Background: an optimization exercise with open tools, aiming at small area and a short achievable clock period. Do not read the settings as production practice. Function was checked by simulation only, so behaviour that the tests miss may differ from the original. Power and IR drop assume default switching activity.

--- flow/config.mk ---
export PLATFORM = sky130hd
export DESIGN_NAME = ava_core
export DESIGN_NICKNAME = ava_core
export VERILOG_FILES = /design/flow/design.v
export SDC_FILE = /design/flow/constraint.sdc
export NUM_CORES = 4
export LEC_CHECK = 0
export CAP_MARGIN = 20
export CORE_MARGIN = 2
export CORE_UTILIZATION = 75
export PLACE_DENSITY = 0.82
export SETUP_SLACK_MARGIN = 5.0
export SLEW_MARGIN = 20
export SYNTH_HIERARCHICAL = 1
--- flow/constraint.sdc ---
create_clock -name core_clock -period 10.0 [get_ports {clk}]
set_input_delay 2.0000 -clock core_clock [delete_from_list [all_inputs] [get_ports {clk}]]
set_output_delay 2.0000 -clock core_clock [all_outputs]
set_load 0.01 [all_outputs]
--- flow/design.v ---
module ava_core (
    input  wire        clk,
    input  wire        rst,           
    input  wire [15:0] prog_len,      
    output wire [15:0] prog_addr,     
    input  wire [7:0]  prog_data,     
    output reg  [31:0] stk_w_data,
    output reg         stk_w_valid,
    input  wire        stk_w_ready,
    input  wire [31:0] stk_r_data,
    input  wire        stk_r_valid,
    output reg         stk_r_ready,
    output reg  [7:0]  out_data,
    output reg         out_valid,
    input  wire        out_ready,
    output wire        halt,
    output wire        fault,
    output wire [2:0]  cause,
    output wire        push_lost,
    output wire        out_lost
);
    localparam [3:0] S_INIT     = 4'd0;
    localparam [3:0] S_DECODE   = 4'd1;
    localparam [3:0] S_PUSHIMM1 = 4'd2;
    localparam [3:0] S_PUSHIMM2 = 4'd3;
    localparam [3:0] S_PUSHVAR1 = 4'd4;
    localparam [3:0] S_PUSHVAR2 = 4'd5;
    localparam [3:0] S_PUSHVAR3 = 4'd6;
    localparam [3:0] S_LET1     = 4'd7;    
    localparam [3:0] S_LETW     = 4'd8;    
    localparam [3:0] S_PRINT    = 4'd9;
    localparam [3:0] S_ALU1     = 4'd10;
    localparam [3:0] S_ALU2     = 4'd11;
    localparam [3:0] S_ALU3     = 4'd12;
    localparam [3:0] S_ALU4     = 4'd13;
    localparam [3:0] S_DONE     = 4'd14;
    localparam [7:0] OPC_PUSH_IMM  = 8'h01;
    localparam [7:0] OPC_PUSH_VAR  = 8'h0a;
    localparam [7:0] OPC_LET       = 8'h20;
    localparam [7:0] OPC_PRINT     = 8'h80;
    localparam [7:0] OPC_PRINT_LF  = 8'h82;
    localparam [7:0] OPC_ADD       = 8'ha0;
    localparam [7:0] OPC_MUL       = 8'ha5;
    localparam [2:0] C_NONE      = 3'd0;
    localparam [2:0] C_END       = 3'd1;
    localparam [2:0] C_UNKNOWN   = 3'd2;
    localparam [2:0] C_TRUNC     = 3'd6;
    localparam [2:0] C_BADSLOT   = 3'd7;
    reg  [3:0]  st;
    reg  [15:0] pc;
    reg  [7:0]  fb1;       
    reg         op_mul;
    reg  [15:0] opb;
    reg  [31:8] csx, csy;  
    reg  [7:0]  lo_sum;    
    reg         lo_cy;     
    reg  [2:0]  cause_r;
    reg         push_lost_r;
    reg         out_lost_r;
    reg  [31:0] slot0, slot1, slot2, slot3;
    wire [7:0] fb = prog_data;
    assign prog_addr = pc;
    assign halt      = (cause_r != C_NONE);
    assign fault     = cause_r[2];
    assign cause     = cause_r;
    assign push_lost = push_lost_r;
    assign out_lost  = out_lost_r;
    wire s_init  = (st == S_INIT);
    wire s_dec   = (st == S_DECODE);
    wire s_pi1   = (st == S_PUSHIMM1);
    wire s_pi2   = (st == S_PUSHIMM2);
    wire s_pv1   = (st == S_PUSHVAR1);
    wire s_pv2   = (st == S_PUSHVAR2);
    wire s_pv3   = (st == S_PUSHVAR3);
    wire s_let1  = (st == S_LET1);
    wire s_letw  = (st == S_LETW);
    wire s_print = (st == S_PRINT);
    wire s_alu1  = (st == S_ALU1);
    wire s_alu2  = (st == S_ALU2);
    wire s_alu3  = (st == S_ALU3);
    wire s_alu4  = (st == S_ALU4);
    wire fb_big   = (fb[7:2] != 6'd0);
    wire let_ok   = s_letw || (s_let1 && !fb_big);
    wire [1:0] let_idx = s_letw ? fb1[1:0] : fb[1:0];
    wire slot_w_en = let_ok && stk_r_valid;
    wire        addm = !op_mul;
    wire        mulm = op_mul;
    wire [15:0] a    = stk_r_data[15:0];
    wire [16:0] b    = {opb, 1'b0};
    reg  [7:0]  one, two, neg;
    integer i;
    always @(*) begin
        for (i = 0; i < 8; i = i + 1) begin
            one[i] = mulm & (b[2*i+1] ^ b[2*i]);
            two[i] = mulm & ((b[2*i+2] & ~b[2*i+1] & ~b[2*i]) | (~b[2*i+2] & b[2*i+1] & b[2*i]));
            neg[i] = mulm & b[2*i+2] & ~(b[2*i+1] & b[2*i]);
        end
        one[0] = addm | one[0];
    end
    wire [16:0] as = {a[15], a};
    wire [16:0] a2 = {a, 1'b0};
    wire [16:0] addb = addm ? {3'b000, ~opb[15], opb[14:2]} : 17'd0;
    wire [16:0] pp0 = (({17{one[0]}} & as) | ({17{two[0]}} & a2)) ^ {17{neg[0]}};
    wire [16:0] pp1 = ((({17{one[1]}} & as) | ({17{two[1]}} & a2)) ^ {17{neg[1]}}) | addb;
    wire [16:0] pp2 = (({17{one[2]}} & as) | ({17{two[2]}} & a2)) ^ {17{neg[2]}};
    wire [16:0] pp3 = (({17{one[3]}} & as) | ({17{two[3]}} & a2)) ^ {17{neg[3]}};
    wire [16:0] pp4 = (({17{one[4]}} & as) | ({17{two[4]}} & a2)) ^ {17{neg[4]}};
    wire [16:0] pp5 = (({17{one[5]}} & as) | ({17{two[5]}} & a2)) ^ {17{neg[5]}};
    wire [16:0] pp6 = (({17{one[6]}} & as) | ({17{two[6]}} & a2)) ^ {17{neg[6]}};
    wire [16:0] pp7 = (({17{one[7]}} & as) | ({17{two[7]}} & a2)) ^ {17{neg[7]}};
    wire        ng0 = addm ? opb[0] : neg[0];
    wire        ng1 = neg[1], ng2 = neg[2], ng3 = neg[3], ng4 = neg[4],
                ng5 = neg[5], ng6 = neg[6], ng7 = neg[7];
    wire        ab1 = addm & opb[1];
    wire [31:0] cs_x, cs_y;
    wire h10_0, g10_0, h11_1, g11_1, s12_0, k12_0, h12_2, g12_2, s13_1, k13_1, h13_3, g13_3, s14_2, k14_2, s14_3, k14_3, h14_4, g14_4, s15_4, k15_4, s15_5, k15_5, s15_6, k15_6, s16_7, k16_7, s16_8, k16_8, s16_9, k16_9, s17_10, k17_10, s17_11, k17_11, h17_5, g17_5, s18_12, k18_12, s18_13, k18_13, s19_14, k19_14, h19_6, g19_6, s20_15, k20_15, h21_7, g21_7, h6_8, g6_8, h7_9, g7_9, s8_16, k8_16, h8_10, g8_10, s9_17, k9_17, h9_11, g9_11, s10_18, k10_18, s10_19, k10_19, s11_20, k11_20, s11_21, k11_21, s12_22, k12_22, s12_23, k12_23, s13_24, k13_24, s13_25, k13_25, s14_26, k14_26, s14_27, k14_27, s15_28, k15_28, s15_29, k15_29, s16_30, k16_30, s16_31, k16_31, s17_32, k17_32, s17_33, k17_33, s18_34, k18_34, s18_35, k18_35, s19_36, k19_36, s19_37, k19_37, s20_38, k20_38, s20_39, k20_39, s21_40, k21_40, s21_41, k21_41, s22_42, k22_42, s22_43, k22_43, s23_44, k23_44, h23_12, g23_12, s24_45, k24_45, h25_13, g25_13, h4_14, g4_14, h5_15, g5_15, s6_46, k6_46, s7_47, k7_47, s8_48, k8_48, s9_49, k9_49, s10_50, k10_50, s11_51, k11_51, s12_52, k12_52, s13_53, k13_53, s14_54, k14_54, s15_55, k15_55, s16_56, k16_56, s17_57, k17_57, s18_58, k18_58, s19_59, k19_59, s20_60, k20_60, s21_61, k21_61, s22_62, k22_62, s23_63, k23_63, s24_64, k24_64, s25_65, k25_65, s26_66, k26_66, h27_16, g27_16, h2_17, g2_17, h3_18, g3_18, s4_67, k4_67, s5_68, k5_68, s6_69, k6_69, s7_70, k7_70, s8_71, k8_71, s9_72, k9_72, s10_73, k10_73, s11_74, k11_74, s12_75, k12_75, s13_76, k13_76, s14_77, k14_77, s15_78, k15_78, s16_79, k16_79, s17_80, k17_80, s18_81, k18_81, s19_82, k19_82, s20_83, k20_83, s21_84, k21_84, s22_85, k22_85, s23_86, k23_86, s24_87, k24_87, s25_88, k25_88, s26_89, k26_89, s27_90, k27_90, s28_91, k28_91, h29_19, g29_19;
    assign h10_0 = pp0[10] ^ pp1[8];
    assign g10_0 = pp0[10] & pp1[8];
    assign h11_1 = pp0[11] ^ pp1[9];
    assign g11_1 = pp0[11] & pp1[9];
    assign s12_0 = pp0[12] ^ pp1[10] ^ pp2[8];
    assign k12_0 = (pp0[12] & pp1[10]) | (pp0[12] & pp2[8]) | (pp1[10] & pp2[8]);
    assign h12_2 = pp3[6] ^ pp4[4];
    assign g12_2 = pp3[6] & pp4[4];
    assign s13_1 = pp0[13] ^ pp1[11] ^ pp2[9];
    assign k13_1 = (pp0[13] & pp1[11]) | (pp0[13] & pp2[9]) | (pp1[11] & pp2[9]);
    assign h13_3 = pp3[7] ^ pp4[5];
    assign g13_3 = pp3[7] & pp4[5];
    assign s14_2 = pp0[14] ^ pp1[12] ^ pp2[10];
    assign k14_2 = (pp0[14] & pp1[12]) | (pp0[14] & pp2[10]) | (pp1[12] & pp2[10]);
    assign s14_3 = pp3[8] ^ pp4[6] ^ pp5[4];
    assign k14_3 = (pp3[8] & pp4[6]) | (pp3[8] & pp5[4]) | (pp4[6] & pp5[4]);
    assign h14_4 = pp6[2] ^ pp7[0];
    assign g14_4 = pp6[2] & pp7[0];
    assign s15_4 = pp0[15] ^ pp1[13] ^ pp2[11];
    assign k15_4 = (pp0[15] & pp1[13]) | (pp0[15] & pp2[11]) | (pp1[13] & pp2[11]);
    assign s15_5 = pp3[9] ^ pp4[7] ^ pp5[5];
    assign k15_5 = (pp3[9] & pp4[7]) | (pp3[9] & pp5[5]) | (pp4[7] & pp5[5]);
    assign s15_6 = pp6[3] ^ pp7[1] ^ addm;
    assign k15_6 = (pp6[3] & pp7[1]) | (pp6[3] & addm) | (pp7[1] & addm);
    assign s16_7 = ~pp0[16] ^ pp1[14] ^ pp2[12];
    assign k16_7 = (~pp0[16] & pp1[14]) | (~pp0[16] & pp2[12]) | (pp1[14] & pp2[12]);
    assign s16_8 = pp3[10] ^ pp4[8] ^ pp5[6];
    assign k16_8 = (pp3[10] & pp4[8]) | (pp3[10] & pp5[6]) | (pp4[8] & pp5[6]);
    assign s16_9 = pp6[4] ^ pp7[2] ^ mulm;
    assign k16_9 = (pp6[4] & pp7[2]) | (pp6[4] & mulm) | (pp7[2] & mulm);
    assign s17_10 = pp1[15] ^ pp2[13] ^ pp3[11];
    assign k17_10 = (pp1[15] & pp2[13]) | (pp1[15] & pp3[11]) | (pp2[13] & pp3[11]);
    assign s17_11 = pp4[9] ^ pp5[7] ^ pp6[5];
    assign k17_11 = (pp4[9] & pp5[7]) | (pp4[9] & pp6[5]) | (pp5[7] & pp6[5]);
    assign h17_5 = pp7[3] ^ 1'b1;
    assign g17_5 = pp7[3] & 1'b1;
    assign s18_12 = ~pp1[16] ^ pp2[14] ^ pp3[12];
    assign k18_12 = (~pp1[16] & pp2[14]) | (~pp1[16] & pp3[12]) | (pp2[14] & pp3[12]);
    assign s18_13 = pp4[10] ^ pp5[8] ^ pp6[6];
    assign k18_13 = (pp4[10] & pp5[8]) | (pp4[10] & pp6[6]) | (pp5[8] & pp6[6]);
    assign s19_14 = pp2[15] ^ pp3[13] ^ pp4[11];
    assign k19_14 = (pp2[15] & pp3[13]) | (pp2[15] & pp4[11]) | (pp3[13] & pp4[11]);
    assign h19_6 = pp5[9] ^ pp6[7];
    assign g19_6 = pp5[9] & pp6[7];
    assign s20_15 = ~pp2[16] ^ pp3[14] ^ pp4[12];
    assign k20_15 = (~pp2[16] & pp3[14]) | (~pp2[16] & pp4[12]) | (pp3[14] & pp4[12]);
    assign h21_7 = pp3[15] ^ pp4[13];
    assign g21_7 = pp3[15] & pp4[13];
    assign h6_8 = pp0[6] ^ pp1[4];
    assign g6_8 = pp0[6] & pp1[4];
    assign h7_9 = pp0[7] ^ pp1[5];
    assign g7_9 = pp0[7] & pp1[5];
    assign s8_16 = pp0[8] ^ pp1[6] ^ pp2[4];
    assign k8_16 = (pp0[8] & pp1[6]) | (pp0[8] & pp2[4]) | (pp1[6] & pp2[4]);
    assign h8_10 = pp3[2] ^ pp4[0];
    assign g8_10 = pp3[2] & pp4[0];
    assign s9_17 = pp0[9] ^ pp1[7] ^ pp2[5];
    assign k9_17 = (pp0[9] & pp1[7]) | (pp0[9] & pp2[5]) | (pp1[7] & pp2[5]);
    assign h9_11 = pp3[3] ^ pp4[1];
    assign g9_11 = pp3[3] & pp4[1];
    assign s10_18 = h10_0 ^ pp2[6] ^ pp3[4];
    assign k10_18 = (h10_0 & pp2[6]) | (h10_0 & pp3[4]) | (pp2[6] & pp3[4]);
    assign s10_19 = pp4[2] ^ pp5[0] ^ ng5;
    assign k10_19 = (pp4[2] & pp5[0]) | (pp4[2] & ng5) | (pp5[0] & ng5);
    assign s11_20 = h11_1 ^ pp2[7] ^ pp3[5];
    assign k11_20 = (h11_1 & pp2[7]) | (h11_1 & pp3[5]) | (pp2[7] & pp3[5]);
    assign s11_21 = pp4[3] ^ pp5[1] ^ g10_0;
    assign k11_21 = (pp4[3] & pp5[1]) | (pp4[3] & g10_0) | (pp5[1] & g10_0);
    assign s12_22 = s12_0 ^ h12_2 ^ pp5[2];
    assign k12_22 = (s12_0 & h12_2) | (s12_0 & pp5[2]) | (h12_2 & pp5[2]);
    assign s12_23 = pp6[0] ^ ng6 ^ g11_1;
    assign k12_23 = (pp6[0] & ng6) | (pp6[0] & g11_1) | (ng6 & g11_1);
    assign s13_24 = s13_1 ^ h13_3 ^ pp5[3];
    assign k13_24 = (s13_1 & h13_3) | (s13_1 & pp5[3]) | (h13_3 & pp5[3]);
    assign s13_25 = pp6[1] ^ k12_0 ^ g12_2;
    assign k13_25 = (pp6[1] & k12_0) | (pp6[1] & g12_2) | (k12_0 & g12_2);
    assign s14_26 = s14_2 ^ s14_3 ^ h14_4;
    assign k14_26 = (s14_2 & s14_3) | (s14_2 & h14_4) | (s14_3 & h14_4);
    assign s14_27 = ng7 ^ k13_1 ^ g13_3;
    assign k14_27 = (ng7 & k13_1) | (ng7 & g13_3) | (k13_1 & g13_3);
    assign s15_28 = s15_4 ^ s15_5 ^ s15_6;
    assign k15_28 = (s15_4 & s15_5) | (s15_4 & s15_6) | (s15_5 & s15_6);
    assign s15_29 = k14_2 ^ k14_3 ^ g14_4;
    assign k15_29 = (k14_2 & k14_3) | (k14_2 & g14_4) | (k14_3 & g14_4);
    assign s16_30 = s16_7 ^ s16_8 ^ s16_9;
    assign k16_30 = (s16_7 & s16_8) | (s16_7 & s16_9) | (s16_8 & s16_9);
    assign s16_31 = k15_4 ^ k15_5 ^ k15_6;
    assign k16_31 = (k15_4 & k15_5) | (k15_4 & k15_6) | (k15_5 & k15_6);
    assign s17_32 = s17_10 ^ s17_11 ^ h17_5;
    assign k17_32 = (s17_10 & s17_11) | (s17_10 & h17_5) | (s17_11 & h17_5);
    assign s17_33 = k16_7 ^ k16_8 ^ k16_9;
    assign k17_33 = (k16_7 & k16_8) | (k16_7 & k16_9) | (k16_8 & k16_9);
    assign s18_34 = s18_12 ^ s18_13 ^ pp7[4];
    assign k18_34 = (s18_12 & s18_13) | (s18_12 & pp7[4]) | (s18_13 & pp7[4]);
    assign s18_35 = k17_10 ^ k17_11 ^ g17_5;
    assign k18_35 = (k17_10 & k17_11) | (k17_10 & g17_5) | (k17_11 & g17_5);
    assign s19_36 = s19_14 ^ h19_6 ^ pp7[5];
    assign k19_36 = (s19_14 & h19_6) | (s19_14 & pp7[5]) | (h19_6 & pp7[5]);
    assign s19_37 = k18_12 ^ k18_13 ^ 1'b1;
    assign k19_37 = (k18_12 & k18_13) | (k18_12 & 1'b1) | (k18_13 & 1'b1);
    assign s20_38 = s20_15 ^ pp5[10] ^ pp6[8];
    assign k20_38 = (s20_15 & pp5[10]) | (s20_15 & pp6[8]) | (pp5[10] & pp6[8]);
    assign s20_39 = pp7[6] ^ k19_14 ^ g19_6;
    assign k20_39 = (pp7[6] & k19_14) | (pp7[6] & g19_6) | (k19_14 & g19_6);
    assign s21_40 = h21_7 ^ pp5[11] ^ pp6[9];
    assign k21_40 = (h21_7 & pp5[11]) | (h21_7 & pp6[9]) | (pp5[11] & pp6[9]);
    assign s21_41 = pp7[7] ^ k20_15 ^ 1'b1;
    assign k21_41 = (pp7[7] & k20_15) | (pp7[7] & 1'b1) | (k20_15 & 1'b1);
    assign s22_42 = ~pp3[16] ^ pp4[14] ^ pp5[12];
    assign k22_42 = (~pp3[16] & pp4[14]) | (~pp3[16] & pp5[12]) | (pp4[14] & pp5[12]);
    assign s22_43 = pp6[10] ^ pp7[8] ^ g21_7;
    assign k22_43 = (pp6[10] & pp7[8]) | (pp6[10] & g21_7) | (pp7[8] & g21_7);
    assign s23_44 = pp4[15] ^ pp5[13] ^ pp6[11];
    assign k23_44 = (pp4[15] & pp5[13]) | (pp4[15] & pp6[11]) | (pp5[13] & pp6[11]);
    assign h23_12 = pp7[9] ^ 1'b1;
    assign g23_12 = pp7[9] & 1'b1;
    assign s24_45 = ~pp4[16] ^ pp5[14] ^ pp6[12];
    assign k24_45 = (~pp4[16] & pp5[14]) | (~pp4[16] & pp6[12]) | (pp5[14] & pp6[12]);
    assign h25_13 = pp5[15] ^ pp6[13];
    assign g25_13 = pp5[15] & pp6[13];
    assign h4_14 = pp0[4] ^ pp1[2];
    assign g4_14 = pp0[4] & pp1[2];
    assign h5_15 = pp0[5] ^ pp1[3];
    assign g5_15 = pp0[5] & pp1[3];
    assign s6_46 = h6_8 ^ pp2[2] ^ pp3[0];
    assign k6_46 = (h6_8 & pp2[2]) | (h6_8 & pp3[0]) | (pp2[2] & pp3[0]);
    assign s7_47 = h7_9 ^ pp2[3] ^ pp3[1];
    assign k7_47 = (h7_9 & pp2[3]) | (h7_9 & pp3[1]) | (pp2[3] & pp3[1]);
    assign s8_48 = s8_16 ^ h8_10 ^ ng4;
    assign k8_48 = (s8_16 & h8_10) | (s8_16 & ng4) | (h8_10 & ng4);
    assign s9_49 = s9_17 ^ h9_11 ^ k8_16;
    assign k9_49 = (s9_17 & h9_11) | (s9_17 & k8_16) | (h9_11 & k8_16);
    assign s10_50 = s10_18 ^ s10_19 ^ k9_17;
    assign k10_50 = (s10_18 & s10_19) | (s10_18 & k9_17) | (s10_19 & k9_17);
    assign s11_51 = s11_20 ^ s11_21 ^ k10_18;
    assign k11_51 = (s11_20 & s11_21) | (s11_20 & k10_18) | (s11_21 & k10_18);
    assign s12_52 = s12_22 ^ s12_23 ^ k11_20;
    assign k12_52 = (s12_22 & s12_23) | (s12_22 & k11_20) | (s12_23 & k11_20);
    assign s13_53 = s13_24 ^ s13_25 ^ k12_22;
    assign k13_53 = (s13_24 & s13_25) | (s13_24 & k12_22) | (s13_25 & k12_22);
    assign s14_54 = s14_26 ^ s14_27 ^ k13_24;
    assign k14_54 = (s14_26 & s14_27) | (s14_26 & k13_24) | (s14_27 & k13_24);
    assign s15_55 = s15_28 ^ s15_29 ^ k14_26;
    assign k15_55 = (s15_28 & s15_29) | (s15_28 & k14_26) | (s15_29 & k14_26);
    assign s16_56 = s16_30 ^ s16_31 ^ k15_28;
    assign k16_56 = (s16_30 & s16_31) | (s16_30 & k15_28) | (s16_31 & k15_28);
    assign s17_57 = s17_32 ^ s17_33 ^ k16_30;
    assign k17_57 = (s17_32 & s17_33) | (s17_32 & k16_30) | (s17_33 & k16_30);
    assign s18_58 = s18_34 ^ s18_35 ^ k17_32;
    assign k18_58 = (s18_34 & s18_35) | (s18_34 & k17_32) | (s18_35 & k17_32);
    assign s19_59 = s19_36 ^ s19_37 ^ k18_34;
    assign k19_59 = (s19_36 & s19_37) | (s19_36 & k18_34) | (s19_37 & k18_34);
    assign s20_60 = s20_38 ^ s20_39 ^ k19_36;
    assign k20_60 = (s20_38 & s20_39) | (s20_38 & k19_36) | (s20_39 & k19_36);
    assign s21_61 = s21_40 ^ s21_41 ^ k20_38;
    assign k21_61 = (s21_40 & s21_41) | (s21_40 & k20_38) | (s21_41 & k20_38);
    assign s22_62 = s22_42 ^ s22_43 ^ k21_40;
    assign k22_62 = (s22_42 & s22_43) | (s22_42 & k21_40) | (s22_43 & k21_40);
    assign s23_63 = s23_44 ^ h23_12 ^ k22_42;
    assign k23_63 = (s23_44 & h23_12) | (s23_44 & k22_42) | (h23_12 & k22_42);
    assign s24_64 = s24_45 ^ pp7[10] ^ k23_44;
    assign k24_64 = (s24_45 & pp7[10]) | (s24_45 & k23_44) | (pp7[10] & k23_44);
    assign s25_65 = h25_13 ^ pp7[11] ^ k24_45;
    assign k25_65 = (h25_13 & pp7[11]) | (h25_13 & k24_45) | (pp7[11] & k24_45);
    assign s26_66 = ~pp5[16] ^ pp6[14] ^ pp7[12];
    assign k26_66 = (~pp5[16] & pp6[14]) | (~pp5[16] & pp7[12]) | (pp6[14] & pp7[12]);
    assign h27_16 = pp6[15] ^ pp7[13];
    assign g27_16 = pp6[15] & pp7[13];
    assign h2_17 = pp0[2] ^ pp1[0];
    assign g2_17 = pp0[2] & pp1[0];
    assign h3_18 = pp0[3] ^ pp1[1];
    assign g3_18 = pp0[3] & pp1[1];
    assign s4_67 = h4_14 ^ pp2[0] ^ ng2;
    assign k4_67 = (h4_14 & pp2[0]) | (h4_14 & ng2) | (pp2[0] & ng2);
    assign s5_68 = h5_15 ^ pp2[1] ^ g4_14;
    assign k5_68 = (h5_15 & pp2[1]) | (h5_15 & g4_14) | (pp2[1] & g4_14);
    assign s6_69 = s6_46 ^ ng3 ^ g5_15;
    assign k6_69 = (s6_46 & ng3) | (s6_46 & g5_15) | (ng3 & g5_15);
    assign s7_70 = s7_47 ^ g6_8 ^ k6_46;
    assign k7_70 = (s7_47 & g6_8) | (s7_47 & k6_46) | (g6_8 & k6_46);
    assign s8_71 = s8_48 ^ g7_9 ^ k7_47;
    assign k8_71 = (s8_48 & g7_9) | (s8_48 & k7_47) | (g7_9 & k7_47);
    assign s9_72 = s9_49 ^ g8_10 ^ k8_48;
    assign k9_72 = (s9_49 & g8_10) | (s9_49 & k8_48) | (g8_10 & k8_48);
    assign s10_73 = s10_50 ^ g9_11 ^ k9_49;
    assign k10_73 = (s10_50 & g9_11) | (s10_50 & k9_49) | (g9_11 & k9_49);
    assign s11_74 = s11_51 ^ k10_19 ^ k10_50;
    assign k11_74 = (s11_51 & k10_19) | (s11_51 & k10_50) | (k10_19 & k10_50);
    assign s12_75 = s12_52 ^ k11_21 ^ k11_51;
    assign k12_75 = (s12_52 & k11_21) | (s12_52 & k11_51) | (k11_21 & k11_51);
    assign s13_76 = s13_53 ^ k12_23 ^ k12_52;
    assign k13_76 = (s13_53 & k12_23) | (s13_53 & k12_52) | (k12_23 & k12_52);
    assign s14_77 = s14_54 ^ k13_25 ^ k13_53;
    assign k14_77 = (s14_54 & k13_25) | (s14_54 & k13_53) | (k13_25 & k13_53);
    assign s15_78 = s15_55 ^ k14_27 ^ k14_54;
    assign k15_78 = (s15_55 & k14_27) | (s15_55 & k14_54) | (k14_27 & k14_54);
    assign s16_79 = s16_56 ^ k15_29 ^ k15_55;
    assign k16_79 = (s16_56 & k15_29) | (s16_56 & k15_55) | (k15_29 & k15_55);
    assign s17_80 = s17_57 ^ k16_31 ^ k16_56;
    assign k17_80 = (s17_57 & k16_31) | (s17_57 & k16_56) | (k16_31 & k16_56);
    assign s18_81 = s18_58 ^ k17_33 ^ k17_57;
    assign k18_81 = (s18_58 & k17_33) | (s18_58 & k17_57) | (k17_33 & k17_57);
    assign s19_82 = s19_59 ^ k18_35 ^ k18_58;
    assign k19_82 = (s19_59 & k18_35) | (s19_59 & k18_58) | (k18_35 & k18_58);
    assign s20_83 = s20_60 ^ k19_37 ^ k19_59;
    assign k20_83 = (s20_60 & k19_37) | (s20_60 & k19_59) | (k19_37 & k19_59);
    assign s21_84 = s21_61 ^ k20_39 ^ k20_60;
    assign k21_84 = (s21_61 & k20_39) | (s21_61 & k20_60) | (k20_39 & k20_60);
    assign s22_85 = s22_62 ^ k21_41 ^ k21_61;
    assign k22_85 = (s22_62 & k21_41) | (s22_62 & k21_61) | (k21_41 & k21_61);
    assign s23_86 = s23_63 ^ k22_43 ^ k22_62;
    assign k23_86 = (s23_63 & k22_43) | (s23_63 & k22_62) | (k22_43 & k22_62);
    assign s24_87 = s24_64 ^ g23_12 ^ k23_63;
    assign k24_87 = (s24_64 & g23_12) | (s24_64 & k23_63) | (g23_12 & k23_63);
    assign s25_88 = s25_65 ^ k24_64 ^ 1'b1;
    assign k25_88 = (s25_65 & k24_64) | (s25_65 & 1'b1) | (k24_64 & 1'b1);
    assign s26_89 = s26_66 ^ g25_13 ^ k25_65;
    assign k26_89 = (s26_66 & g25_13) | (s26_66 & k25_65) | (g25_13 & k25_65);
    assign s27_90 = h27_16 ^ k26_66 ^ 1'b1;
    assign k27_90 = (h27_16 & k26_66) | (h27_16 & 1'b1) | (k26_66 & 1'b1);
    assign s28_91 = ~pp6[16] ^ pp7[14] ^ g27_16;
    assign k28_91 = (~pp6[16] & pp7[14]) | (~pp6[16] & g27_16) | (pp7[14] & g27_16);
    assign h29_19 = pp7[15] ^ 1'b1;
    assign g29_19 = pp7[15] & 1'b1;
    assign cs_x[0] = pp0[0];
    assign cs_y[0] = ng0;
    assign cs_x[1] = pp0[1];
    assign cs_y[1] = ab1;
    assign cs_x[2] = h2_17;
    assign cs_y[2] = ng1;
    assign cs_x[3] = h3_18;
    assign cs_y[3] = g2_17;
    assign cs_x[4] = s4_67;
    assign cs_y[4] = g3_18;
    assign cs_x[5] = s5_68;
    assign cs_y[5] = k4_67;
    assign cs_x[6] = s6_69;
    assign cs_y[6] = k5_68;
    assign cs_x[7] = s7_70;
    assign cs_y[7] = k6_69;
    assign cs_x[8] = s8_71;
    assign cs_y[8] = k7_70;
    assign cs_x[9] = s9_72;
    assign cs_y[9] = k8_71;
    assign cs_x[10] = s10_73;
    assign cs_y[10] = k9_72;
    assign cs_x[11] = s11_74;
    assign cs_y[11] = k10_73;
    assign cs_x[12] = s12_75;
    assign cs_y[12] = k11_74;
    assign cs_x[13] = s13_76;
    assign cs_y[13] = k12_75;
    assign cs_x[14] = s14_77;
    assign cs_y[14] = k13_76;
    assign cs_x[15] = s15_78;
    assign cs_y[15] = k14_77;
    assign cs_x[16] = s16_79;
    assign cs_y[16] = k15_78;
    assign cs_x[17] = s17_80;
    assign cs_y[17] = k16_79;
    assign cs_x[18] = s18_81;
    assign cs_y[18] = k17_80;
    assign cs_x[19] = s19_82;
    assign cs_y[19] = k18_81;
    assign cs_x[20] = s20_83;
    assign cs_y[20] = k19_82;
    assign cs_x[21] = s21_84;
    assign cs_y[21] = k20_83;
    assign cs_x[22] = s22_85;
    assign cs_y[22] = k21_84;
    assign cs_x[23] = s23_86;
    assign cs_y[23] = k22_85;
    assign cs_x[24] = s24_87;
    assign cs_y[24] = k23_86;
    assign cs_x[25] = s25_88;
    assign cs_y[25] = k24_87;
    assign cs_x[26] = s26_89;
    assign cs_y[26] = k25_88;
    assign cs_x[27] = s27_90;
    assign cs_y[27] = k26_89;
    assign cs_x[28] = s28_91;
    assign cs_y[28] = k27_90;
    assign cs_x[29] = h29_19;
    assign cs_y[29] = k28_91;
    assign cs_x[30] = ~pp7[16];
    assign cs_y[30] = g29_19;
    assign cs_x[31] = 1'b1;
    assign cs_y[31] = 1'b0;
    wire [31:0] cs_p = cs_x ^ cs_y;
    wire [31:0] cs_g = cs_x & cs_y;
    wire [8:0]  lo_c;
    assign lo_c[0] = 1'b0;
    assign lo_c[1] = cs_g[0];
    genvar lg;
    generate
        for (lg = 1; lg < 8; lg = lg + 1) begin : lo_ripple
            ava_gc lo_cell (.g1(cs_g[lg]), .p1(cs_p[lg]), .g0(lo_c[lg]), .g(lo_c[lg + 1]));
        end
    endgenerate
    wire [23:0] ks_p0 = csx;
    wire [23:0] ks_g0 = {csy[31:9], csy[8] | (csx[8] & lo_cy)};
    wire [23:0] ks_c;
    wire hcg1, hcg2, hcp2, hcg3, hcp3, hcg4, hcp4, hcg5, hcp5, hcg6, hcp6, hcg7, hcp7, hcg8, hcp8, hcg9, hcp9, hcg10, hcp10, hcg11, hcp11, hcg12, hcp12, hcg13, hcp13, hcg14, hcp14, hcg15, hcp15, hcg16, hcp16, hcg17, hcp17, hcg18, hcp18, hcg19, hcp19, hcg20, hcp20, hcg21, hcp21, hcg22, hcp22, hcg23, hcg24, hcp24, hcg25, hcp25, hcg26, hcp26, hcg27, hcp27, hcg28, hcp28, hcg29, hcp29, hcg30, hcp30, hcg31, hcp31, hcg32, hcg33, hcg34, hcp34, hcg35, hcp35, hcg36, hcp36, hcg37, hcp37, hcg38, hcg39, hcg40, hcg41, hcg42, hcg43, hcg44, hcg45, hcg46, hcg47, hcg48, hcg49, hcg50, hcg51, hcg52, hcg53, hcg54, hcg55, hcg56;
    ava_gc hcg1_c (.g1(ks_g0[1]), .p1(ks_p0[1]), .g0(ks_g0[0]), .g(hcg1));
    ava_pg hcg2_c (.g1(ks_g0[3]), .p1(ks_p0[3]), .g0(ks_g0[2]), .p0(ks_p0[2]), .g(hcg2), .p(hcp2));
    ava_pg hcg3_c (.g1(ks_g0[5]), .p1(ks_p0[5]), .g0(ks_g0[4]), .p0(ks_p0[4]), .g(hcg3), .p(hcp3));
    ava_pg hcg4_c (.g1(ks_g0[7]), .p1(ks_p0[7]), .g0(ks_g0[6]), .p0(ks_p0[6]), .g(hcg4), .p(hcp4));
    ava_pg hcg5_c (.g1(ks_g0[9]), .p1(ks_p0[9]), .g0(ks_g0[8]), .p0(ks_p0[8]), .g(hcg5), .p(hcp5));
    ava_pg hcg6_c (.g1(ks_g0[11]), .p1(ks_p0[11]), .g0(ks_g0[10]), .p0(ks_p0[10]), .g(hcg6), .p(hcp6));
    ava_pg hcg7_c (.g1(ks_g0[13]), .p1(ks_p0[13]), .g0(ks_g0[12]), .p0(ks_p0[12]), .g(hcg7), .p(hcp7));
    ava_pg hcg8_c (.g1(ks_g0[15]), .p1(ks_p0[15]), .g0(ks_g0[14]), .p0(ks_p0[14]), .g(hcg8), .p(hcp8));
    ava_pg hcg9_c (.g1(ks_g0[17]), .p1(ks_p0[17]), .g0(ks_g0[16]), .p0(ks_p0[16]), .g(hcg9), .p(hcp9));
    ava_pg hcg10_c (.g1(ks_g0[19]), .p1(ks_p0[19]), .g0(ks_g0[18]), .p0(ks_p0[18]), .g(hcg10), .p(hcp10));
    ava_pg hcg11_c (.g1(ks_g0[21]), .p1(ks_p0[21]), .g0(ks_g0[20]), .p0(ks_p0[20]), .g(hcg11), .p(hcp11));
    ava_pg hcg12_c (.g1(ks_g0[23]), .p1(ks_p0[23]), .g0(ks_g0[22]), .p0(ks_p0[22]), .g(hcg12), .p(hcp12));
    ava_pg hcg13_c (.g1(hcg12), .p1(hcp12), .g0(hcg11), .p0(hcp11), .g(hcg13), .p(hcp13));
    ava_pg hcg14_c (.g1(hcg11), .p1(hcp11), .g0(hcg10), .p0(hcp10), .g(hcg14), .p(hcp14));
    ava_pg hcg15_c (.g1(hcg10), .p1(hcp10), .g0(hcg9), .p0(hcp9), .g(hcg15), .p(hcp15));
    ava_pg hcg16_c (.g1(hcg9), .p1(hcp9), .g0(hcg8), .p0(hcp8), .g(hcg16), .p(hcp16));
    ava_pg hcg17_c (.g1(hcg8), .p1(hcp8), .g0(hcg7), .p0(hcp7), .g(hcg17), .p(hcp17));
    ava_pg hcg18_c (.g1(hcg7), .p1(hcp7), .g0(hcg6), .p0(hcp6), .g(hcg18), .p(hcp18));
    ava_pg hcg19_c (.g1(hcg6), .p1(hcp6), .g0(hcg5), .p0(hcp5), .g(hcg19), .p(hcp19));
    ava_pg hcg20_c (.g1(hcg5), .p1(hcp5), .g0(hcg4), .p0(hcp4), .g(hcg20), .p(hcp20));
    ava_pg hcg21_c (.g1(hcg4), .p1(hcp4), .g0(hcg3), .p0(hcp3), .g(hcg21), .p(hcp21));
    ava_pg hcg22_c (.g1(hcg3), .p1(hcp3), .g0(hcg2), .p0(hcp2), .g(hcg22), .p(hcp22));
    ava_gc hcg23_c (.g1(hcg2), .p1(hcp2), .g0(hcg1), .g(hcg23));
    ava_pg hcg24_c (.g1(hcg13), .p1(hcp13), .g0(hcg15), .p0(hcp15), .g(hcg24), .p(hcp24));
    ava_pg hcg25_c (.g1(hcg14), .p1(hcp14), .g0(hcg16), .p0(hcp16), .g(hcg25), .p(hcp25));
    ava_pg hcg26_c (.g1(hcg15), .p1(hcp15), .g0(hcg17), .p0(hcp17), .g(hcg26), .p(hcp26));
    ava_pg hcg27_c (.g1(hcg16), .p1(hcp16), .g0(hcg18), .p0(hcp18), .g(hcg27), .p(hcp27));
    ava_pg hcg28_c (.g1(hcg17), .p1(hcp17), .g0(hcg19), .p0(hcp19), .g(hcg28), .p(hcp28));
    ava_pg hcg29_c (.g1(hcg18), .p1(hcp18), .g0(hcg20), .p0(hcp20), .g(hcg29), .p(hcp29));
    ava_pg hcg30_c (.g1(hcg19), .p1(hcp19), .g0(hcg21), .p0(hcp21), .g(hcg30), .p(hcp30));
    ava_pg hcg31_c (.g1(hcg20), .p1(hcp20), .g0(hcg22), .p0(hcp22), .g(hcg31), .p(hcp31));
    ava_gc hcg32_c (.g1(hcg21), .p1(hcp21), .g0(hcg23), .g(hcg32));
    ava_gc hcg33_c (.g1(hcg22), .p1(hcp22), .g0(hcg1), .g(hcg33));
    ava_pg hcg34_c (.g1(hcg24), .p1(hcp24), .g0(hcg28), .p0(hcp28), .g(hcg34), .p(hcp34));
    ava_pg hcg35_c (.g1(hcg25), .p1(hcp25), .g0(hcg29), .p0(hcp29), .g(hcg35), .p(hcp35));
    ava_pg hcg36_c (.g1(hcg26), .p1(hcp26), .g0(hcg30), .p0(hcp30), .g(hcg36), .p(hcp36));
    ava_pg hcg37_c (.g1(hcg27), .p1(hcp27), .g0(hcg31), .p0(hcp31), .g(hcg37), .p(hcp37));
    ava_gc hcg38_c (.g1(hcg28), .p1(hcp28), .g0(hcg32), .g(hcg38));
    ava_gc hcg39_c (.g1(hcg29), .p1(hcp29), .g0(hcg33), .g(hcg39));
    ava_gc hcg40_c (.g1(hcg30), .p1(hcp30), .g0(hcg23), .g(hcg40));
    ava_gc hcg41_c (.g1(hcg31), .p1(hcp31), .g0(hcg1), .g(hcg41));
    ava_gc hcg42_c (.g1(hcg34), .p1(hcp34), .g0(hcg32), .g(hcg42));
    ava_gc hcg43_c (.g1(hcg35), .p1(hcp35), .g0(hcg33), .g(hcg43));
    ava_gc hcg44_c (.g1(hcg36), .p1(hcp36), .g0(hcg23), .g(hcg44));
    ava_gc hcg45_c (.g1(hcg37), .p1(hcp37), .g0(hcg1), .g(hcg45));
    ava_gc hcg46_c (.g1(ks_g0[2]), .p1(ks_p0[2]), .g0(hcg1), .g(hcg46));
    ava_gc hcg47_c (.g1(ks_g0[4]), .p1(ks_p0[4]), .g0(hcg23), .g(hcg47));
    ava_gc hcg48_c (.g1(ks_g0[6]), .p1(ks_p0[6]), .g0(hcg33), .g(hcg48));
    ava_gc hcg49_c (.g1(ks_g0[8]), .p1(ks_p0[8]), .g0(hcg32), .g(hcg49));
    ava_gc hcg50_c (.g1(ks_g0[10]), .p1(ks_p0[10]), .g0(hcg41), .g(hcg50));
    ava_gc hcg51_c (.g1(ks_g0[12]), .p1(ks_p0[12]), .g0(hcg40), .g(hcg51));
    ava_gc hcg52_c (.g1(ks_g0[14]), .p1(ks_p0[14]), .g0(hcg39), .g(hcg52));
    ava_gc hcg53_c (.g1(ks_g0[16]), .p1(ks_p0[16]), .g0(hcg38), .g(hcg53));
    ava_gc hcg54_c (.g1(ks_g0[18]), .p1(ks_p0[18]), .g0(hcg45), .g(hcg54));
    ava_gc hcg55_c (.g1(ks_g0[20]), .p1(ks_p0[20]), .g0(hcg44), .g(hcg55));
    ava_gc hcg56_c (.g1(ks_g0[22]), .p1(ks_p0[22]), .g0(hcg43), .g(hcg56));
    assign ks_c[0] = ks_g0[0];
    assign ks_c[1] = hcg1;
    assign ks_c[2] = hcg46;
    assign ks_c[3] = hcg23;
    assign ks_c[4] = hcg47;
    assign ks_c[5] = hcg33;
    assign ks_c[6] = hcg48;
    assign ks_c[7] = hcg32;
    assign ks_c[8] = hcg49;
    assign ks_c[9] = hcg41;
    assign ks_c[10] = hcg50;
    assign ks_c[11] = hcg40;
    assign ks_c[12] = hcg51;
    assign ks_c[13] = hcg39;
    assign ks_c[14] = hcg52;
    assign ks_c[15] = hcg38;
    assign ks_c[16] = hcg53;
    assign ks_c[17] = hcg45;
    assign ks_c[18] = hcg54;
    assign ks_c[19] = hcg44;
    assign ks_c[20] = hcg55;
    assign ks_c[21] = hcg43;
    assign ks_c[22] = hcg56;
    assign ks_c[23] = hcg42;
    wire [31:0] alu_result = {csx ^ {ks_c[22:0], lo_cy}, lo_sum};
    reg [31:0] slot_rd;
    always @(*) begin
        case (fb1[1:0])
            2'd0: slot_rd = slot0;
            2'd1: slot_rd = slot1;
            2'd2: slot_rd = slot2;
            default: slot_rd = slot3;
        endcase
    end
    wire pop_any = s_letw || s_print || s_alu1 || s_alu3;
    wire dec_lf_n, rq_n1, rq_n2, rq_n3, rq_n4, rq_dec, rq_prt, rq_let, rq_pop, rq_ready, rq_out;
    ava_nor3  rq_g1 (.a(fb[6]), .b(fb[5]), .c(fb[4]), .y(rq_n1));
    ava_nor3  rq_g2 (.a(fb[3]), .b(fb[2]), .c(fb[0]), .y(rq_n2));
    ava_nor3  rq_g3 (.a(fb[7]), .b(fb[6]), .c(fb[5]), .y(rq_n3));
    ava_nor3  rq_g4 (.a(fb[4]), .b(fb[3]), .c(fb[2]), .y(rq_n4));
    ava_and3  rq_g5 (.a(fb[7]), .b(fb[1]), .c(s_dec), .y(dec_lf_n));
    ava_nand3 rq_g6 (.a(rq_n1), .b(rq_n2), .c(dec_lf_n), .y(rq_dec));
    ava_nand2 rq_g7 (.a(s_print), .b(stk_r_valid), .y(rq_prt));
    ava_nand2 rq_g8 (.a(rq_dec), .b(rq_prt), .y(rq_out));
    ava_nand4 rq_g9 (.a(stk_r_valid), .b(s_let1), .c(rq_n3), .d(rq_n4), .y(rq_let));
    ava_nand2 rq_g10 (.a(stk_r_valid), .b(pop_any), .y(rq_pop));
    ava_nand2 rq_g11 (.a(rq_let), .b(rq_pop), .y(rq_ready));
    always @(*) begin
        stk_w_valid = s_pi2 || s_pv3 || s_alu4;
        stk_r_ready = rq_ready;
        out_valid   = rq_out;
        out_data    = s_print ? {stk_r_data[7:4] + 4'd3, stk_r_data[3:0]} : 8'h0a;
        if (s_pi2)
            stk_w_data = {16'd0, fb, fb1};
        else if (s_pv3)
            stk_w_data = slot_rd;
        else
            stk_w_data = alu_result;
    end
    wire at_end = ({pc[15:1], pc[0] | s_init} == prog_len);
    always @(posedge clk) begin
        csx <= cs_p[31:8];
        csy <= cs_g[31:8];
        lo_sum <= cs_p[7:0] ^ lo_c[7:0];
        lo_cy <= lo_c[8];
        fb1[7:2] <= fb[7:2];
        if (!(s_letw || s_pv2))
            fb1[1:0] <= fb[1:0];
        if (s_alu1)
            opb <= stk_r_data[15:0];
        if (s_dec)
            op_mul <= fb[0];
    end
    always @(posedge clk) begin
        if (rst) begin
            st          <= S_INIT;
            pc          <= 16'd0;
            cause_r     <= C_NONE;
            push_lost_r <= 1'b0;
            out_lost_r  <= 1'b0;
        end else begin
            if (stk_w_valid && !stk_w_ready)
                push_lost_r <= 1'b1;
            if (out_valid && !out_ready)
                out_lost_r <= 1'b1;
            case (st)
                S_INIT: begin
                    pc <= pc + 16'd1;
                    if (at_end) begin
                        st      <= S_DONE;
                        cause_r <= C_END;
                    end else begin
                        st <= S_DECODE;
                    end
                end
                S_DECODE: begin
                    case (fb)
                        OPC_PUSH_IMM, OPC_PUSH_VAR, OPC_LET: begin
                            if (at_end) begin
                                st      <= S_DONE;
                                cause_r <= C_TRUNC;
                            end else begin
                                pc <= pc + 16'd1;
                                if (fb == OPC_PUSH_IMM)
                                    st <= S_PUSHIMM1;
                                else if (fb == OPC_PUSH_VAR)
                                    st <= S_PUSHVAR1;
                                else
                                    st <= S_LET1;
                            end
                        end
                        OPC_PRINT:    st <= S_PRINT;
                        OPC_PRINT_LF: begin
                            if (at_end) begin
                                st      <= S_DONE;
                                cause_r <= C_END;
                            end else begin
                                pc <= pc + 16'd1;
                                st <= S_DECODE;
                            end
                        end
                        OPC_ADD, OPC_MUL: st <= S_ALU1;
                        default: begin
                            st      <= S_DONE;
                            cause_r <= C_UNKNOWN;
                        end
                    endcase
                end
                S_PUSHIMM1: begin
                    if (at_end) begin
                        st      <= S_DONE;
                        cause_r <= C_TRUNC;
                    end else begin
                        pc <= pc + 16'd1;
                        st <= S_PUSHIMM2;
                    end
                end
                S_PUSHVAR1: begin
                    if (fb_big) begin
                        st      <= S_DONE;
                        cause_r <= C_BADSLOT;
                    end else begin
                        st <= S_PUSHVAR2;
                    end
                end
                S_PUSHVAR2: st <= S_PUSHVAR3;
                S_LET1: begin
                    if (fb_big) begin
                        st      <= S_DONE;
                        cause_r <= C_BADSLOT;
                    end else if (!stk_r_valid) begin
                        st <= S_LETW;
                    end else if (at_end) begin
                        st      <= S_DONE;
                        cause_r <= C_END;
                    end else begin
                        pc <= pc + 16'd1;
                        st <= S_DECODE;
                    end
                end
                S_LETW, S_PRINT: begin
                    if (stk_r_valid) begin
                        if (at_end) begin
                            st      <= S_DONE;
                            cause_r <= C_END;
                        end else begin
                            pc <= pc + 16'd1;
                            st <= S_DECODE;
                        end
                    end
                end
                S_ALU1: if (stk_r_valid) st <= S_ALU2;
                S_ALU2: st <= S_ALU3;
                S_ALU3: if (stk_r_valid) st <= S_ALU4;
                S_PUSHIMM2, S_PUSHVAR3, S_ALU4: begin
                    if (at_end) begin
                        st      <= S_DONE;
                        cause_r <= C_END;
                    end else begin
                        pc <= pc + 16'd1;
                        st <= S_DECODE;
                    end
                end
                default: ;
            endcase
        end
    end
    always @(posedge clk) begin
        if (!rst && slot_w_en) begin
            case (let_idx)
                2'd0: slot0 <= stk_r_data;
                2'd1: slot1 <= stk_r_data;
                2'd2: slot2 <= stk_r_data;
                default: slot3 <= stk_r_data;
            endcase
        end
    end
endmodule
module ava_pg (input wire g1, p1, g0, p0, output wire g, p);
    assign g = g1 | (p1 & g0);
    assign p = p1 & p0;
endmodule
module ava_gc (input wire g1, p1, g0, output wire g);
    assign g = g1 | (p1 & g0);
endmodule
module ava_nor3 (input wire a, b, c, output wire y);
    assign y = ~(a | b | c);
endmodule
module ava_and3 (input wire a, b, c, output wire y);
    assign y = a & b & c;
endmodule
module ava_nand2 (input wire a, b, output wire y);
    assign y = ~(a & b);
endmodule
module ava_nand3 (input wire a, b, c, output wire y);
    assign y = ~(a & b & c);
endmodule
module ava_nand4 (input wire a, b, c, d, output wire y);
    assign y = ~(a & b & c & d);
endmodule
--- flow/flow/run.sh ---
#!/bin/bash
# The standard layout, with plain buffers (not delay cells) on the ports and
# a clock tree of smaller leaf buffers.
set -euo pipefail
export BUFFER_PORTS_ARGS="-buffer_cell sky130_fd_sc_hd__buf_2"
export CTS_ARGS="-sink_clustering_enable -repair_clock_nets -root_buf sky130_fd_sc_hd__clkbuf_16 -buf_list {sky130_fd_sc_hd__clkbuf_8} -sink_clustering_size 10 -sink_clustering_max_diameter 50 -sink_clustering_buffer sky130_fd_sc_hd__clkbuf_4 -dont_use_dummy_load"
bash standard.sh finish > standard_flow.log 2>&1
--- flow/standard.sh ---
#!/bin/bash
# synth_recipe.tcl (not shown) runs the flow's synth.tcl, then flattens the netlist and writes it again
# the make line also repeats each setting of config.mk as NAME=value (left out here)
make -C /OpenROAD-flow-scripts/flow DESIGN_CONFIG=/design/flow/config.mk WORK_HOME=/design/flow/orfs CLKGATE_MAP_FILE= SYNTH_SCRIPT=/design/flow/synth_recipe.tcl "${@:-finish}"
==> results of run 1 <==
Yosys stat by module (local to each module, per instance):
| module | cells inside | cell area, sq um | copies in the design |
|---|---|---|---|
| ava_and3 | 1 | 6.26 | 1 |
| ava_nand3 | 1 | 5.00 | 1 |
| ava_core | 1380 | 15300 | 1 |
| ava_nor3 | 1 | 10.0 | 4 |
| ava_nand2 | 1 | 3.75 | 4 |
| ava_pg | 2 | 13.8 | 29 |
| ava_nand4 | 1 | 6.26 | 1 |
| ava_gc | 1 | 7.51 | 29 |
through the flow:
step	total power (uW)	std cells	utilization, %	instance area, sq um
floorplan	3420	1478	-	16200
global placement	4260	1780	79.6	16700
detailed placement	4460	1781	79.6	16700
CTS	4980	1816	81.5	17100
global route	5440	1824	82.0	17200
finish	5040	1824	82.0	17200
path summary, 6_finish.rpt:
path	start	to	cells after the start
max	op_mul	csx[14]	11
min reg2reg	push_lost_r	push_lost_r	2
max reg2reg	op_mul	csx[14]	11
min	push_lost_r	push_lost_r	2
layout make-up:
cell class,count,area (sq um)
flip-flops and latches,233,6140
repair buffers,155,906
inverters,115,435
multi-input cells,1013,9120
repair inverters,1,5.00
fillers,1310,3790
diodes,2,5.00
clock buffers,30,278
well taps,275,344
report_power, final:
part	leakage, uW	switching, uW	internal [uW]
logic	0.00490	1890	1350
clock network	0.000161	302	180
registers	0.00204	104	1210
sequential cells by signal, summed over array words and instances, names as in the netlist, 3 cells and up:
register  flops
lo_sum        8
slot2        32
fb1           8
slot0        32
cause_r       3
st            4
opb          16
slot3        32
csx          23
csy          23
pc           16
slot1        32
worst max-delay path, delay by kind of cell (launching register included):
| family | cells | cell delay, ns |
|---|---|---|
| buf+inv | 4 | 1.14 |
| flops | 1 | 0.45 |
| simple gates | 1 | 0.45 |
| xor+xnor | 1 | 0.52 |
| fa+ha+maj | 5 | 2.22 |
kinds of logic (layout without fill, tap and decap cells):
kind of cell | after synthesis | after routing | share of synthesized area (%)
multiplexers | 48 | 48 | 5.52
buffers and inverters | 233 | 301 | 5.66
AND/OR/NAND/NOR | 287 | 287 | 9.81
other | 0 | 2 | 0
XOR/XNOR | 169 | 169 | 9.29
flip-flops | 233 | 233 | 38.3
adder cells (fa/ha/maj) | 147 | 147 | 15.5
AO/OA/AOI/OAI | 361 | 362 | 15.9
timing repair:
| action | 4_1_cts | 5_1_grt |
|---|---|---|
| resized for setup | 15 | 5 |
| endpoints found under the setup margin | 27 | 18 |
| pin swaps | 7 | 6 |
| cloned | 0 | 2 |
| buffers inserted | 5 | 1 |
layout by cell type (no fill, tap or decap), types with 14 or more instances in the layout:
| master | count |
|---|---|
| a211oi_1 | 15 |
| a21o_1 | 61 |
| a21oi_1 | 50 |
| a221oi_1 | 14 |
| a22oi_1 | 111 |
| and2_1 | 39 |
| buf_2 | 123 |
| buf_4 | 26 |
| clkbuf_4 | 27 |
| dfxtp_1 | 85 |
| edfxtp_1 | 147 |
| fa_1 | 85 |
| ha_1 | 62 |
| inv_1 | 112 |
| mux2i_1 | 14 |
| mux4_2 | 32 |
| nand2_1 | 69 |
| nor2_1 | 76 |
| o21ai_0 | 36 |
| xnor2_1 | 90 |
| xor2_1 | 75 |
metal layers:
metal,part of all wire [%],track usage (%),routed length (um)
met5,0,0,0
met1,36,50.7,15500
met3,11,8.73,4870
met4,5.4,16.1,2320
met2,48,63.1,20600
==> metrics.md, run 1 <==
| Metric | Value |
|---|---|
| Final hold slack | 0.475 ns |
| FF+latch count, synth | about 230 |
| Site row count | 53 |
| Slew Viols, Final | 0 |
| Max Fclk | approximately 200 MHz |
| Least-Margin Pin Slew | 1.19 ns |
| Global-route wire length before repair | between 60,000 and 70,000 um |
| Layout Skew | between 0.08 and 0.09 ns |
| Drt pass-1 iters | 7 |
| Worst path cell trace | buf_4 -> nand3b_1 -> clkinv_1 -> xnor2_1 -> fa_1 -> fa_1 -> inv_1 -> fa_1 -> inv_1 -> fa_1 -> ha_1 |
| Routability Congestion | around 0.96 |
| VDD IR max | 172 uV |
| Syn_nets | ~1,700 |
| TritonCTS sink count | ~230 |
| Ys flop type | edfxtp_1 |
| Vias in the first global route | 12,300 |
| I/O Pins | around 130 |
| Post-route ant nets | 0 |
| CP Data Arrival Time | around 5.3 ns |
| Final worst path period share | about half |
| Yosys top cell area share | between 20 and 30% |
| CTS tree | built |
| Sequential area share after synthesis | a little under two fifths |
| CTS Buffer Depth | 3 |
| Dominant cell type by area after synthesis | edfxtp_1 |
| Die X | between 150 and 200 um |
| Largest net degree at the start of global routing | 35 |
| Area of the die | approximately 23,000 sq um |
| Vias per inst | a little under 7 |
| Slowest cell delay on critical path | about 0.75 ns |
| Initial antenna violation count | 2 |
| Chip height | approximately 150 um |
| Detail Placement HPWL | roughly 30,000 um |
| H-tree depth | 1 |
| Most common cell in the synthesized netlist | edfxtp_1 |
| Setup Viol. Count Final | 0 |
| Post-Syn Instances | roughly 1,500 |
| Static Leak | 0.00710 uW |
| Clock-pin transition on the worst setup and hold timing paths | about 0.11 ns |
| Layout cell share with drive strength beyond 1 | 18.0% |
| P&R area growth vs syn | 7.60% |
| # port buffers | about 130 |
| Critical Path End Type | flip-flop |
| Drt drc | 0 |
| Syn Std Cell Area | approximately 16,000 sq um |
| RSZ-0062 raised after global routing | yes |
| Fin. Hold Viols | 0 |
| Place WS | 4.58 ns |
| CP Max Fanout | 32 |
| Critical Path Most Common Cell | fa_1 |
| Number of synthesized flops with an enable pin | 147 |
| Minimum clock period | ~5 ns |
| Max cap viols | 0 |
| DR WL/cell | about 24 um |
| Via count | 12,300 |
| Synth cell types | 75 |
| Yosys warning count | 7 |
| Initial Util | roughly three quarters |
| Clock latency (worst-skew pair) | approximately 0.52 ns |
| Flop-to-flop setup slack | about 5 ns |
| Type of the tightest min-delay check | flip-flop to flip-flop |
| Critical-path top delay cell | clkinv_1 |
| PD cells | between 200 and 300 nW/um^2 |
| Root buf cell | clkbuf_16 |
| Initial DRC Count | between 1,000 and 1,500 |
| CTS Hold Buffers Added | 0 |
| Total Routed Length | approximately 43,000 um |
| Final TNS setup | 0 ns |
| Total GRT Usage | between 30% and 40% |
| Worst EP required | around 10 ns |
| Async S/R FF share, synth | 0% |
| Grt ovf | 0 |
| Max_slew headroom | between 20% and 30% |
| Startpoint types | flip-flop |
| Num CTS Buffers | 30 |
| Avg Cell Area, Syn | around 11 sq um |
| CP Class | flip-flop to flip-flop |
| Outcome | complete, no violations |
| Final worst slack | between 4 and 5 ns |
| Ranking of synthesized cells by area | edfxtp_1, dfxtp_1, fa_1 |
| Core area | roughly 21,000 sq um |
| Commonest cells in the netlist | edfxtp_1, a22oi_1, inv_1 |
| NumNets Final | around 1,800 |
==> run 2, diff against run 1 <==
--- a/flow/config.mk
+++ b/flow/config.mk
@@ -7,8 +7,8 @@
 export LEC_CHECK = 0
 export CAP_MARGIN = 20
 export CORE_MARGIN = 2
-export CORE_UTILIZATION = 75
-export PLACE_DENSITY = 0.82
+export CORE_UTILIZATION = 60
+export PLACE_DENSITY = 0.68
 export SETUP_SLACK_MARGIN = 5.0
 export SLEW_MARGIN = 20
 export SYNTH_HIERARCHICAL = 1
==> run 2 against run 1 <==
  * Still clean on timing, DRC and antenna
  * Sequential power is essentially flat
  * Hold slack lost 0.0090 ns
  * Power shrank 3.0%
  * Synthesized cell count is the same
  * First-iteration DRC count shrank 4.2%
  * Sequential share of layout area shrank 0.18 points
  * Via count shrank 4.9%
  * Final cell count grew 3.2%
  * Core utilization shrank 16 points
  * Register-to-register slack gained 0.21 ns
  * Critical path depth shrank 2
  * Maximum frequency shrank 0.11%
  * Critical endpoint is now stk_w_data[24]
==> metrics.md, run 2 <==
| Metric | Value |
|---|---|
| Startpoint types | flip-flop |
| Final-layout fill cell count | 2,062 (+57%) |
| Comb power frac | 62.0% (-2.3 points) |
| Post-route ant nets | 0 (unchanged) |
| Final TNS setup | 0 ns (unchanged) |
| Global-route wire length before repair | 64,600 um (-3.4%) |
| Total GRT Usage | 29.7% (-9.1 points) |
| Vias per inst | 6.23 (-7.8%) |
| # port buffers | 126 (unchanged) |
| Core area | 26,100 sq um (+24%) |
| Via count | 11,700 (-4.9%) |
| Num CTS Buffers | 35 (+17%) |
| I/O Pins | 127 (unchanged) |
| Psw | 2170 uW (-5.4%) |
| Chip height | 167 um (+11%) |
| Final worst slack | 4.99 ns (-0.00560 ns) |
| Switching fraction of total power | 44.4% (-1.1 points) |
| Most common cell in the synthesized netlist | edfxtp_1 |
| CP Max Fanout | 6 (-81%) |
| Vias in the first global route | 11,500 (-6.6%) |
| PD cells | 282 nW/um^2 (-3.5%) |
| Number of synthesized flops with an enable pin | 147 (unchanged) |
| Min-delay src | push_lost_r |
| Drt pass-1 iters | 18 (+11) |
| Async S/R FF share, synth | 0% (unchanged) |
| Initial DRC Count | 1,222 (-4.2%) |
| WHS Path Cells | 2 (unchanged) |
| Ranking of synthesized cells by area | edfxtp_1, dfxtp_1, fa_1 |
| Routability Congestion | 0.869 (-9.4%) |
| Commonest cells in the netlist | edfxtp_1, a22oi_1, inv_1 |
| CTS tree | built |
| Drt drc | 0 (unchanged) |
| Layout Skew | 0.0498 ns (-0.0343 ns) |
| CTS Hold Buffers Added | 0 (unchanged) |
| Worst EP required | 8.00 ns (-2.32 ns) |
| Hold endpoint | push_lost_r |
| Total Routed Length | 41,000 um (-5.3%) |
| Outcome | complete, no violations |
| VDD IR max | 147 uV (-15%) |
| Initial antenna violation count | 2 (unchanged) |
| Avg Cell Area, Syn | 10.8 sq um (unchanged) |
| Minimum clock period | 5.01 ns (+0.00560 ns) |
| CP Data Arrival Time | 3.01 ns (-2.32 ns) |
| Root buf cell | clkbuf_16 |
| Setup Viol. Count Final | 0 (unchanged) |
| Static Leak | 0.00713 uW (+0.40%) |
| CP Class | flip-flop to primary output |
| FF+latch count, synth | 233 (unchanged) |
| Dominant cell type by area after synthesis | edfxtp_1 |
| H-tree depth | 2 (+1) |
| Reg power frac | 26.9% (+0.7 points) |
| Slew Viols, Final | 0 (unchanged) |
| # diodes | 0 (-2) |
| RSZ-0062 raised after global routing | yes |
| Syn_nets | 1,686 (unchanged) |
| Syn Std Cell Area | 16,000 sq um (unchanged) |
| P&R area growth vs syn | 8.13% |
| Ys flop type | edfxtp_1 |
| PnR Total Power | 4890 uW (-3.0%) |
| NumNets Final | 1,757 (unchanged) |
| Int Pwr | 2720 uW (-1.0%) |
| Post-Syn Instances | 1,478 (unchanged) |
| Layout cell share with drive strength beyond 1 | 17.8% (-0.13 points) |
| Fin. Hold Viols | 0 (unchanged) |
| Die X | 167 um (+11%) |
| Max Fclk | 199 MHz (-0.11%) |
| Place WS | 4.61 ns (+0.0308 ns) |
| Yosys warning count | 7 (unchanged) |
| Worst reg2reg path depth | 11 (unchanged) |
| Clock latency (worst-skew pair) | 0.49 ns (-0.03 ns) |
| Synth cell types | 75 (unchanged) |
| Type of the tightest min-delay check | flip-flop to flip-flop |
| Clock share of power | 11.1% (+1.5 points) |
| Final worst path period share | 50.1% (+0.056 points) |
| Flop-to-flop setup slack | 5.20 ns (+0.21 ns) |
| Util after Layout | 66.3% (-16 points) |
| Worst reg2reg path startpoint | op_mul |
| Critical Path End Type | primary output |
| CTS Buffer Depth | 3 (unchanged) |
| Initial Util | 61.3% (-15 points) |
| Commonest cells after routing, fill and taps aside | edfxtp_1, buf_2, inv_1 |
| Site row count | 59 (+11%) |
| Yosys top cell area share | 27.6% (unchanged) |
| Max cap viols | 0 (unchanged) |
| Least-Margin Pin Slew | 1.15 ns (-0.0465 ns) |
| R2r endpoint | csx[19] |
| Detail Placement HPWL | 28,900 um (-3.3%) |
| Area of the die | 28,000 sq um (+24%) |
| DR WL/cell | 21.8 um (-8.2%) |
| Clock-pin transition on the worst setup and hold timing paths | 0.10 ns (about the same) |
| Sequential area share after synthesis | 38.3% (unchanged) |
| TritonCTS sink count | 233 (unchanged) |
| Max_slew headroom | 23.6% (+3.1 points) |
| Most common cell after layout, fill and taps aside | edfxtp_1 |
| Grt ovf | 0 (unchanged) |
| Largest net degree at the start of global routing | 35 (unchanged) |
run 2: layout make-up:
cell class / count / area, sq um / area share [%]
clock buffer: 35 / 350 / 2.02
inverter: 115 / 432 / 2.49
multi-input combinational: 1012 / 9070 / 52.4
sequential: 233 / 6140 / 35.4
tap: 335 / 419 / 2.42
timing repair buffer: 152 / 902 / 5.21
run 2: how the worst max path moves through the flow:
stage,from,endpoint,cells after the start
final,csx[8],stk_w_data[24],9
after global routing,csx[8],stk_w_data[25],10
after CTS,csx[8],stk_w_data[25],10
after detailed placement,stk_r_data[6],csx[15],10
after global placement,stk_r_data[8],csx[18],11
after floorplan,prog_data[2],slot2[0],7
run 2: worst max-delay path, stage by stage, from the launching register on:
cell      delay (ns)
dfxtp_1         0.32
ha_1            0.18
or2_2           0.33
a21o_4          0.25
a21o_1          0.24
a21o_1          0.22
a21o_1          0.20
xnor2_1         0.47
a211oi_1        0.15
buf_2           0.16
run 2: per-module statistics from Yosys, one instance, submodules excluded:
module	times used	flip-flops and latches	area [sq um]
ava_nand4	1	0	6.26
ava_core	1	233	15300
ava_nand2	4	0	3.75
ava_pg	29	0	13.8
ava_nor3	4	0	10.0
ava_gc	29	0	7.51
ava_nand3	1	0	5.00
ava_and3	1	0	6.26
run 2: metrics by stage:
step	hold WS (ns)	cell area, sq um	instances
after floorplan	0.502	16200	1478
after CTS	0.476	17200	1879
after global routing	0.521	17300	1882
final	0.466	17300	1882
after detailed placement	0.456	16800	1843
after global placement	0.447	16800	1842
run 2: logic make-up after synthesis:
| logic type | count (synthesis) | synth area share (%) |
|---|---|---|
| xor+xnor | 169 | 9.29 |
| mux | 48 | 5.52 |
| fa+ha+maj | 147 | 15.5 |
| compound gates | 361 | 15.9 |
| flops | 233 | 38.3 |
| buf+inv | 233 | 5.66 |
| simple gates | 287 | 9.81 |
run 2: power groups by stage:
| stage | Clock (uW) | Combinational (uW) | Sequential (uW) |
|---|---|---|---|
| 2_1_floorplan | 0 | 2120 | 1300 |
| 3_3_place_gp | 0 | 2920 | 1330 |
| 3_5_place_dp | 0 | 3010 | 1330 |
| 4_1_cts | 558 | 3030 | 1310 |
| 5_1_grt | 594 | 3420 | 1330 |
| 6_report | 542 | 3030 | 1310 |
run 2: repair_timing:
action,CTS,global route
gates resized for setup,9,9
setup endpoints to repair,15,12
pin swaps,2,1
buffers inserted,1,0
run 2: layer usage:
layer | share of wire (%) | GRT usage (%) | vias up
met5 | 0 | 0 | -
met2 | 46 | 47.2 | 552
met3 | 8.1 | 4.89 | 90
li1 | - | - | 5399
met4 | 3.9 | 13.1 | 0
met1 | 42 | 40.5 | 5691

## afterwards: timing with drivers on the ports
Ports are ideal in the flow. The routed layouts listed here were re-timed in OpenROAD.
Step 1: set_driving_cell puts a clkbuf_16 on clk and a buf_2 on each other input, an assumption about the parent block.
Step 2 also shifts input and output timing later by t, the mid clock arrival at the registers, as if the neighbouring blocks saw the same clock.
a / b / c = ideal / step 1 / step 2; a / b = the first two.
run	t, ns	slack for setup (ns)	latest minus earliest clock arrival (ns)	pins driven straight from the clock port
run 1	0.529	4.992 / 4.992 / 4.513	0.084 / 0.084	1
run 2	0.517	4.986 / 4.938 / 4.583	0.057 / 0.058	1
After both steps setup and hold are still met in every run listed. For run 1, which loses most, drivers alone change the setup slack by 0.000 ns; drivers and shift together by -0.479 ns.
